This is an optimization exercise on Yosys and OpenROAD, whose aim is small area, a short achievable clock period and few clock cycles per item, not a production implementation. At most, simulation tests tie the RTL to the original design; equivalence was not proved. Power figures rest on the tool's default switching activity, not on a simulated workload.

Setup of lagoon:
==> flow/design.v (excerpt) <==
module bit_encoder (
    input  wire        clk,
    input  wire        rst,         
    input  wire        cmd_valid,
    output wire        cmd_ready,
    input  wire [31:0] cmd_data,
    output wire        out_valid,
    input  wire        out_ready,
    output wire [7:0]  out_data,
    output wire [15:0] status,
    output wire        err
);
Size: about 480 cells after synthesis, roughly 2700 sq um of cells after synthesis.
export LEC_CHECK = 0
export ABC_AREA = 1
export CAP_MARGIN = 20
export CORE_MARGIN = 2
export CORE_UTILIZATION = 40
export PLACE_DENSITY = 0.6
export SETUP_SLACK_MARGIN = 3.05
export SLEW_MARGIN = 20
export TNS_END_PERCENT = 0
create_clock -name core_clock -period 6.0 [get_ports {clk}]
standard.sh (not shown) runs the stock make flow with config.mk's settings and CLKGATE_MAP_FILE= SYNTH_SCRIPT=/design/flow/synth_recipe.tcl, a recipe that flattens the netlist after the stock synthesis.
==> flow/flow/run.sh <==
#!/bin/bash
# Standard ORFS layout (the standard.sh) with these changes:
#  - the port buffers are made from the smallest buffer cell
#    (sky130_fd_sc_hd__buf_1) instead of buffer_ports' default choice;
#    timing repair still resizes them where the paths need it;
#  - synthesis leaves adders as plain gates for abc (ADDER_MAP_FILE empty)
#    rather than extracting them into fa/ha cells;
#  - clock tree synthesis adds no dummy load cells.
# Registers, their names and the synthesis script are otherwise unchanged.
set -uo pipefail
export BUFFER_PORTS_ARGS="-buffer_cell sky130_fd_sc_hd__buf_1"
export CTS_ARGS="-sink_clustering_enable -repair_clock_nets -dont_use_dummy_load -sink_clustering_size 40 -buf_list {sky130_fd_sc_hd__clkbuf_2 sky130_fd_sc_hd__clkbuf_4}"
bash standard.sh ADDER_MAP_FILE= finish > standard_flow.log 2>&1
status=$?
cp -r orfs/logs/sky130hd/bit_encoder/base orfs_logs 2>/dev/null
exit $status
Testbench counts of lagoon, summed over its fixed seeds: cycles 13,921, items 13,063.
[inputs] raven vs lagoon
- a change of SETUP_SLACK_MARGIN from 3.05 to 3.2
- a deleted TNS_END_PERCENT that had been 0
--- a/flow/flow/run.sh
+++ b/flow/flow/run.sh
@@ -2 +2 @@
-# Standard ORFS layout (the standard.sh) with these changes:
+# Standard ORFS layout (the standard.sh) with two changes:
@@ -7,2 +7 @@
-#    rather than extracting them into fa/ha cells;
-#  - clock tree synthesis adds no dummy load cells.
+#    rather than extracting them into fa/ha cells.
@@ -12 +10,0 @@
-export CTS_ARGS="-sink_clustering_enable -repair_clock_nets -dont_use_dummy_load -sink_clustering_size 40 -buf_list {sky130_fd_sc_hd__clkbuf_2 sky130_fd_sc_hd__clkbuf_4}"
Notes after the runs:
raven completed every stage of the flow, and the final layout passed the timing, DRC and antenna checks.
Lower maximum fanout encountered on the critical timing path among raven and lagoon: lagoon
In the metrics for raven and lagoon, the one carrying the lower peak per-stage delay on the critical path is raven.
In the metrics for raven and lagoon, the one carrying the higher number of cells in the finished layout apart from fillers is raven.
In raven the portion of the clock cycle consumed by the worst path in the final layout turned out 2.3 points lower than in lagoon.
Looking at total chip power, raven sits 0.00014 W higher than lagoon does.
Clock share of power up 15 points in raven wrt lagoon
#### Input delta (harbor over raven)
- CORE_UTILIZATION changed from 40 to 35
- SETUP_SLACK_MARGIN changed from 3.2 to 3.05
--- a/flow/flow/run.sh
+++ b/flow/flow/run.sh
@@ -2 +2 @@
-# Standard ORFS layout (the standard.sh) with two changes:
+# Standard ORFS layout (the standard.sh) with these changes:
@@ -7 +7,2 @@
-#    rather than extracting them into fa/ha cells.
+#    rather than extracting them into fa/ha cells;
+#  - clock tree synthesis adds no dummy load cells.
@@ -10,0 +12 @@
+export CTS_ARGS="-sink_clustering_enable -repair_clock_nets -dont_use_dummy_load -sink_clustering_size 40 -buf_list {sky130_fd_sc_hd__clkbuf_2 sky130_fd_sc_hd__clkbuf_4}"
## What came out
As of harbor, routed metal-1 wire length had fallen by a little under 10% compared to raven.
Per the comparison of harbor with raven, row count higher, cell area now smaller, violation count after the first detailed-routing iteration grew by 37, power moved down.
[inputs] violet vs harbor
- swapping 3.05 for 3.25 in SETUP_SLACK_MARGIN
- swapping 35 for 40 in CORE_UTILIZATION
==> flow/flow/run.sh <==
#!/bin/bash
# Standard ORFS layout, with the port buffers made from the smallest buffer
# cell (sky130_fd_sc_hd__buf_1) instead of buffer_ports' default choice;
# timing repair still resizes them where the paths need it.
set -uo pipefail
export BUFFER_PORTS_ARGS="-buffer_cell sky130_fd_sc_hd__buf_1"
bash standard.sh > standard_flow.log 2>&1
status=$?
cp -r orfs/logs/sky130hd/bit_encoder/base orfs_logs 2>/dev/null
exit $status
==> comparison <==
- Comparing violet and harbor, number of instances resized during post-cts repair is higher on violet.
- violet vs harbor — number of buffer and inverter instances along the worst setup path rose 2.
- For violet, the cell with the largest stage delay on the worst path was sky130_fd_sc_hd__fa_2, unlike harbor, where it was sky130_fd_sc_hd__nor2_2.
- When violet is measured against harbor, its synthesized area turns out about 3% lower.
- | design area | higher: violet |
- violet against harbor: vertical die dimension lower, count of placed standard cells in the final layout, fillers left out lost about 5%, number of global-route vias before repair +4.9%, sequential share of layout area shows a reduction of 2.2 points.
- ~same number of primary I/O pins in violet and harbor

---

Starting RTL as in the previous note.
Settings: LEC_CHECK=0, ABC_AREA=1, CAP_MARGIN=20, CORE_MARGIN=2, CORE_UTILIZATION=40, PLACE_DENSITY=0.6, SETUP_SLACK_MARGIN=3.05, SLEW_MARGIN=20; clock period 6.0 ns.
==> flow/flow/run.sh <==
#!/bin/bash
# Standard ORFS layout (the standard.sh) with these changes:
#  - synthesis maps the logic with the ABC script flow/abc_area.script
#    (an area-oriented &nf mapping; needs ABC_AREA 1 in config.mk) in place
#    of ORFS's abc_area.script: ORFS's scripts are copied to scripts/ and only
#    that file is replaced;
#  - synthesis leaves adders as plain gates for abc (ADDER_MAP_FILE empty)
#    rather than extracting them into fa/ha cells;
#  - the port buffers are made from the smallest buffer cell
#    (sky130_fd_sc_hd__buf_1) instead of buffer_ports' default choice;
#    timing repair still resizes them where the paths need it;
#  - clock tree synthesis adds no dummy load cells.
# Registers, their names and the rest of the synthesis script are unchanged.
set -uo pipefail
here=$(pwd)
rm -rf "$here/scripts"
cp -r "$FLOW_HOME/scripts" "$here/scripts"
cp "$here/flow/abc_area.script" "$here/scripts/abc_area.script"
export BUFFER_PORTS_ARGS="-buffer_cell sky130_fd_sc_hd__buf_1"
export CTS_ARGS="-sink_clustering_enable -repair_clock_nets -dont_use_dummy_load -sink_clustering_size 40 -buf_list {sky130_fd_sc_hd__clkbuf_2 sky130_fd_sc_hd__clkbuf_4}"
bash standard.sh ADDER_MAP_FILE= SCRIPTS_DIR="$here/scripts" finish > standard_flow.log 2>&1
status=$?
cp -r orfs/logs/sky130hd/bit_encoder/base orfs_logs 2>/dev/null
rm -rf "$here/scripts"
exit $status
==> flow/flow/abc_area.script <==
strash
dch -f
map -D 2100
topo
stime -c
buffer -c
upsize -c -D 2100
dnsize -c -D 2100
Testbench counts at the start, summed over its fixed seeds: cycles 13,921, items 13,063.
Then changed:
==> flow/flow/run.sh (replaced) <==
#!/bin/bash
# Standard ORFS layout (the standard.sh) with these changes:
#  - the port buffers are made from the smallest buffer cell
#    (sky130_fd_sc_hd__buf_1) instead of buffer_ports' default choice;
#    timing repair still resizes them where the paths need it;
#  - synthesis leaves adders as plain gates for abc (ADDER_MAP_FILE empty)
#    rather than extracting them into fa/ha cells;
#  - clock tree synthesis adds no dummy load cells.
# Registers, their names and the synthesis script are otherwise unchanged.
set -uo pipefail
export BUFFER_PORTS_ARGS="-buffer_cell sky130_fd_sc_hd__buf_1"
export CTS_ARGS="-sink_clustering_enable -repair_clock_nets -dont_use_dummy_load -sink_clustering_size 40 -buf_list {sky130_fd_sc_hd__clkbuf_2 sky130_fd_sc_hd__clkbuf_4}"
bash standard.sh ADDER_MAP_FILE= finish > standard_flow.log 2>&1
status=$?
cp -r orfs/logs/sky130hd/bit_encoder/base orfs_logs 2>/dev/null
exit $status
PLACE_DENSITY = 0.5   (was 0.6)
removed: flow/flow/abc_area.script
What happened: The changed run produced a clean layout; final cell count increases by 9.0%; combinational power fell by 19%; setup slack is better by 290 ps.
Then changed:
CORE_UTILIZATION = 35   (was 40)
PLACE_DENSITY = 0.6   (was 0.5)
SETUP_SLACK_MARGIN = 3.15   (was 3.05)
Count of clock-buffer cells in the layout does not change.
Flip-flop and latch count is unchanged.
Combinational power rose by about 6%.
Register-to-register slack improves by 20 ps.
Total power rose by 1.6%.
Routed wire length rose by 5.1%.
Then changed:
CORE_UTILIZATION = 30   (was 35)
SETUP_SLACK_MARGIN = 3.05   (was 3.15)
The new run ran to the end with no violations.
Final cell count barely changes.
Synthesized area does not change.
Core utilization fell by 8.9 points.
Hold slack is worse by 8.1 ps.
First-iteration DRC count decreases by about 18%.
Clock power hardly moves.
Critical path depth does not change.
Wire length is lower by about 6%.
Final area is lower by about 4.6%.
Then changed:
CORE_UTILIZATION = 45   (was 30)
Effect: The new run produced a clean layout. Count of clock-buffer cells in the layout does not change. Die area is lower by 32%. Clock skew is higher by 14 ps. Synthesized cell count does not change. Final cell count is lower by 4.3%.

---

The RTL this note starts from:
==> flow/design.v <==
module bit_encoder (
    input  wire        clk,
    input  wire        rst,         
    input  wire        cmd_valid,
    output wire        cmd_ready,
    input  wire [31:0] cmd_data,
    output wire        out_valid,
    input  wire        out_ready,
    output wire [7:0]  out_data,
    output wire [15:0] status,
    output wire        err
);
    localparam [1:0] CAUSE_BAD_OP    = 2'd1;
    localparam [1:0] CAUSE_RSVD_NZ   = 2'd2;
    localparam [1:0] CAUSE_BAD_WIDTH = 2'd3;
    reg [7:1]  pb;
    reg [2:0]  pn;
    reg        err_q;
    reg [1:0]  ecause;
    reg        trunc;
    reg [7:0]  ob0;
    reg [7:0]  ob1;
    reg        ov;
    reg        one;
    wire       ov2 = ov && !one;
    wire [7:0] pb8 = {pb, 1'b0};
    wire [1:0]  op    = cmd_data[31:30];
    wire [4:0]  width = cmd_data[20:16];
    wire [15:0] value = cmd_data[15:0];
    wire rsvd_nz   = |cmd_data[29:21];
    wire low_nz    = |cmd_data[20:0];
    wire width_bad = (width == 5'd0) || (width > 5'd16);
    wire is_flush  = (op == 2'b01) && !rsvd_nz && !low_nz;
    wire is_encode = (op == 2'b00) && !rsvd_nz && !width_bad;
    wire [1:0] cause = op[1]                 ? CAUSE_BAD_OP :
                       (op[0] || rsvd_nz)    ? CAUSE_RSVD_NZ :
                                               CAUSE_BAD_WIDTH;
    wire       g0     = pn[0] & width[0];
    wire       p1     = pn[1] ^ width[1];
    wire       c1     = (pn[1] & width[1]) | (p1 & g0);
    wire       p2     = pn[2] ^ width[2];
    wire       c2     = (pn[2] & width[2]) | (p2 & c1);
    wire [2:0] pn_new = {p2 ^ c1, p1 ^ g0, pn[0] ^ width[0]};
    wire       nb0    = width[4] | width[3] | c2;      
    wire       nb2    = width[4] | (width[3] & c2);
    wire       nb_lane1 = !width[4] && (width[3] ^ c2);
    wire [23:0] ys0 = pn_new[0] ? {1'b0, value, 7'd0} : {value, 8'd0};
    wire [23:0] ys1 = pn_new[1] ? {2'b0, ys0[23:2]}  : ys0;
    wire [23:0] y   = pn_new[2] ? {4'b0, ys1[23:4]}  : ys1;
    wire [7:0]  lane  = nb2 ? y[23:16] : nb_lane1 ? y[15:8] : y[7:0];
    wire [7:0]  pmask = 8'hFF >> pn;
    wire [7:0]  top   = pb8 | (lane & pmask);
    wire [7:0]  byte1 = y[15:8];
    wire [7:0]  pb_lo = y[7:0];
    wire [7:0]  pb_nx = nb0 ? pb_lo : top;
    wire value_trunc = (|(lane & ~pmask))
                     | (!nb0 && (|y[15:8]))
                     | (!nb2 && (|y[23:16]));
    assign cmd_ready = !ov || (one && out_ready);
    wire   accept    = cmd_valid && cmd_ready;
    assign out_valid = ov;
    assign out_data  = ob0;
    always @(posedge clk) begin
        if (rst) begin
            ob0 <= 8'd0;
            ob1 <= 8'd0;
        end else begin
            if (!ov || out_ready)
                ob0 <= ov2 ? ob1 : top;
            if (!ov2)
                ob1 <= byte1;
        end
    end
    always @(posedge clk) begin
        if (rst) begin
            pb     <= 7'd0;
            pn     <= 3'd0;
            err_q  <= 1'b0;
            ecause <= 2'd0;
            trunc  <= 1'b0;
            ov     <= 1'b0;
            one    <= 1'b0;
        end else if (accept) begin
            ov  <= (is_encode && nb0) || (is_flush && pn != 3'd0);
            one <= !(is_encode && nb2);
            if (is_encode) begin
                pb  <= pb_nx[7:1];
                pn  <= pn_new;
                if (value_trunc)
                    trunc <= 1'b1;
            end else if (is_flush) begin
                pb  <= 7'd0;
                pn  <= 3'd0;
            end else if (!err_q) begin
                err_q  <= 1'b1;
                ecause <= cause;
            end
        end else if (ov && out_ready) begin
            ov  <= !one;
            one <= 1'b1;
        end
    end
    assign status = {1'b0, trunc, ecause, err_q, pn, pb8};
    assign err    = err_q;
endmodule
Settings: LEC_CHECK=0, ABC_AREA=1, CAP_MARGIN=20, CORE_MARGIN=2, CORE_UTILIZATION=40, PLACE_DENSITY=0.6, SETUP_SLACK_MARGIN=3.15, SLEW_MARGIN=20; clock period 6.0 ns.
==> flow/flow/run.sh <==
#!/bin/bash
# Standard ORFS layout (the standard.sh) with these changes:
#  - the port buffers are made from the smallest buffer cell
#    (sky130_fd_sc_hd__buf_1) instead of buffer_ports' default choice;
#    timing repair still resizes them where the paths need it;
#  - synthesis leaves adders as plain gates for abc (ADDER_MAP_FILE empty)
#    rather than extracting them into fa/ha cells;
#  - clock tree synthesis adds no dummy load cells.
# Registers, their names and the synthesis script are otherwise unchanged.
set -uo pipefail
export BUFFER_PORTS_ARGS="-buffer_cell sky130_fd_sc_hd__buf_1"
export CTS_ARGS="-sink_clustering_enable -repair_clock_nets -dont_use_dummy_load -sink_clustering_size 40 -buf_list {sky130_fd_sc_hd__clkbuf_2 sky130_fd_sc_hd__clkbuf_4}"
bash standard.sh ADDER_MAP_FILE= finish > standard_flow.log 2>&1
status=$?
cp -r orfs/logs/sky130hd/bit_encoder/base orfs_logs 2>/dev/null
exit $status
The first run finished with timing, DRC and antenna clean.
Edit:
SETUP_SLACK_MARGIN = 3.05   (was 3.15)
Cell count is lower by 1.3%.
Design area decreases by 6.5%.
Register-to-register slack degrades by 150 ps.
Count of clock-buffer cells in the layout stays the same.
Flip-flop and latch count is unchanged.
Via count is lower by 3.5%.
Combinational power goes down by about 8%.
Synthesized area stays the same.
Sequential power barely changes.
Clock skew went down by 10 ps.
Function was not checked in any run of this note: the RTL went through the layout flow alone.

[separate check: timing with driven ports]
The flow's constraints put no driver on any port. The routed layouts listed below were extracted and timed again, unchanged, in two steps.
Step 1 assumes that a clkbuf_16 drives the clock port and a buf_2 every other input.
Step 2 times the ports against the registers' clock, not the clock port: input delays grow and output delays shrink by t, the midpoint of the rising clock arrivals with the driver on.
Three values: no drivers, after step 1, after step 2; two values: the first two.
run	t, ns	slack for setup (ns)	worst hold slack (ns)	worst setup path at the end
lagoon	0.348	3.051 / 3.028 / 2.837	0.476 / 0.476 / 0.476	input to register
raven	0.308	3.187 / 3.156 / 2.932	0.471 / 0.471 / 0.471	input to register
harbor	0.352	3.122 / 3.094 / 2.823	0.472 / 0.472 / 0.472	input to register
violet	0.313	2.789 / 2.766 / 2.453	0.460 / 0.460 / 0.460	input to register
the first run of note 2	0.361	2.824 / 2.806 / 2.445	0.471 / 0.471 / 0.471	input to register
the second run of note 2	0.349	3.117 / 3.094 / 2.845	0.472 / 0.472 / 0.472	input to register
the third run of note 2	0.345	3.188 / 3.152 / 2.900	0.476 / 0.476 / 0.476	input to register
the fourth run of note 2	0.353	3.135 / 3.114 / 2.845	0.468 / 0.468 / 0.468	input to register
the fifth run of note 2	0.363	3.089 / 3.070 / 2.812	0.473 / 0.473 / 0.473	input to register
the first run of note 3	0.344	3.168 / 3.136 / 2.918	0.478 / 0.478 / 0.478	input to register
the second run of note 3	0.354	3.123 / 3.101 / 2.821	0.477 / 0.477 / 0.477	input to register
After both steps every run listed still meets setup and hold. For the first run of note 2, which loses most, drivers alone change the setup slack by -0.018 ns; drivers and shift together by -0.379 ns.
